This is an optimization exercise on Yosys and OpenROAD, whose aim is small area, a short achievable clock period and few clock cycles, not a production implementation. Function was checked by simulation only, so behaviour that the tests miss may differ from the original. Power figures rest on the tool's default switching activity, not on a simulated workload.

Design kc_core, start of the top module:
module kc_core (
    input  wire        clk,
    input  wire        rst,
    input  wire        in_valid,
    output wire        in_ready,
    input  wire [1:0]  in_op,
    input  wire        in_wheel,
    input  wire [31:0] in_data,
    output wire [15:0] kp,
    output wire [15:0] ki,
    output wire [15:0] kd,
    output wire [23:0] setpoint_l,
    output wire [23:0] setpoint_r,
    output wire [31:0] speed_inst_l,
    output wire [31:0] speed_inst_r,
    output wire [31:0] speed_avg_l,
    output wire [31:0] speed_avg_r,
    output wire [31:0] integ_l,
    output wire [31:0] integ_r,
    output wire [31:0] prev_err_l,
    output wire [31:0] prev_err_r,
    output wire [15:0] duty_l,
    output wire [15:0] duty_r
);
==> flow/config.mk <==
export PLATFORM = sky130hd
export DESIGN_NAME = kc_core
export DESIGN_NICKNAME = kc_core
export VERILOG_FILES = /design/flow/design.v
export SDC_FILE = /design/flow/constraint.sdc
export NUM_CORES = 4
export LEC_CHECK = 0
export CAP_MARGIN = 20
export CORE_MARGIN = 2
export CORE_UTILIZATION = 65
export CTS_CLUSTER_DIAMETER = 60
export CTS_CLUSTER_SIZE = 30
export PLACE_DENSITY = 0.85
export SETUP_SLACK_MARGIN = 5
export SLEW_MARGIN = 20
==> flow/constraint.sdc <==
create_clock -name core_clock -period 12.0 [get_ports {clk}]
set_input_delay 2.4000 -clock core_clock [delete_from_list [all_inputs] [get_ports {clk}]]
set_output_delay 2.4000 -clock core_clock [all_outputs]
set_load 0.01 [all_outputs]
standard.sh (not shown) runs the stock make flow with config.mk's settings and CLKGATE_MAP_FILE= SYNTH_SCRIPT=/design/flow/synth_recipe.tcl, a recipe that flattens the netlist after the stock synthesis.
==> flow/flow/run.sh <==
#!/bin/bash
set -euo pipefail
bash standard.sh SETUP_SLACK_MARGIN=7 finish > make_finish.log 2>&1
Testbench counts at the start, summed over its fixed seeds: cycles 31,593.
==> next run, changes <==
==> flow/flow/run.sh (replaced) <==
#!/bin/bash
set -euo pipefail
bash standard.sh SETUP_SLACK_MARGIN=7.5 "BUFFER_PORTS_ARGS=-buffer_cell sky130_fd_sc_hd__buf_1" finish > make_finish.log 2>&1
Via count goes up by 4.8%.
Worst setup slack degrades by 0.053 ns.
Die area is unchanged.
Count of clock-buffer cells in the layout goes down by 3.
Critical path depth does not change.
Worst hold slack hardly moves.
Global-route usage goes up by 1.4 points.
Clock skew goes up by 0.020 ns.
Register-to-register slack degrades by 0.05 ns.


kc_core, a different RTL version from the one above (not shown whole).
For scale: roughly 6800 cells after synthesis, ~680 flip-flops, about 0.058 sq mm of cells after synthesis.
==> flow/config.mk <==
export PLATFORM = sky130hd
export DESIGN_NAME = kc_core
export DESIGN_NICKNAME = kc_core
export VERILOG_FILES = /design/flow/design.v
export SDC_FILE = /design/flow/constraint.sdc
export NUM_CORES = 4
export LEC_CHECK = 0
export CAP_MARGIN = 20
export CORE_MARGIN = 2
export CORE_UTILIZATION = 55
export CTS_CLUSTER_DIAMETER = 60
export CTS_CLUSTER_SIZE = 30
export PLACE_DENSITY = 0.75
export SETUP_SLACK_MARGIN = 5
export SLEW_MARGIN = 20
==> flow/constraint.sdc <==
create_clock -name core_clock -period 12.0 [get_ports {clk}]
set_input_delay 2.4000 -clock core_clock [delete_from_list [all_inputs] [get_ports {clk}]]
set_output_delay 2.4000 -clock core_clock [all_outputs]
set_load 0.01 [all_outputs]
==> flow/flow/run.sh <==
#!/bin/bash
set -euo pipefail
bash standard.sh SETUP_SLACK_MARGIN=7.5 "BUFFER_PORTS_ARGS=-buffer_cell sky130_fd_sc_hd__buf_1" finish > make_finish.log 2>&1
Testbench counts at the start, summed over its fixed seeds: cycles 31,593.
Then changed:
==> flow/flow/run.sh (replaced) <==
#!/bin/bash
set -euo pipefail
bash standard.sh SETUP_SLACK_MARGIN=8 "BUFFER_PORTS_ARGS=-buffer_cell sky130_fd_sc_hd__buf_1" finish > make_finish.log 2>&1
After rerunning: The new run completed with no timing, DRC or antenna violations; wire length increases by 2.7%; total power increases by 4.8%; critical path depth does not change.

## separate check: timing with driven ports
The results above use ideal ports. As a check the final layouts listed here were re-extracted and re-timed, cells and wires unchanged.
Step 1 assumes that a clkbuf_16 drives the clock port and a buf_2 every other input.
Step 2 moves the port delays by t, midway between the first and last clock arrival at a register: inputs arrive t later, outputs are due t later. That takes back most of the time a late clock gives input paths.
Three values: no drivers, after step 1, after step 2; two values: the first two.
run	t, ns	slack for setup (ns)	worst hold slack (ns)
the first run of note 1	0.762	7.049 / 7.049 / 6.400	0.458 / 0.458 / 0.458
the second run of note 1	0.744	6.995 / 6.995 / 6.790	0.458 / 0.458 / 0.458
the first run of note 2	0.728	7.326 / 7.326 / 6.865	0.458 / 0.458 / 0.458
the second run of note 2	0.742	7.396 / 7.396 / 7.129	0.453 / 0.453 / 0.453
After both steps every run listed still meets setup and hold. The setup slack of the first run of note 1, which loses most, moves by 0.000 ns with the drivers and by -0.649 ns with both steps.
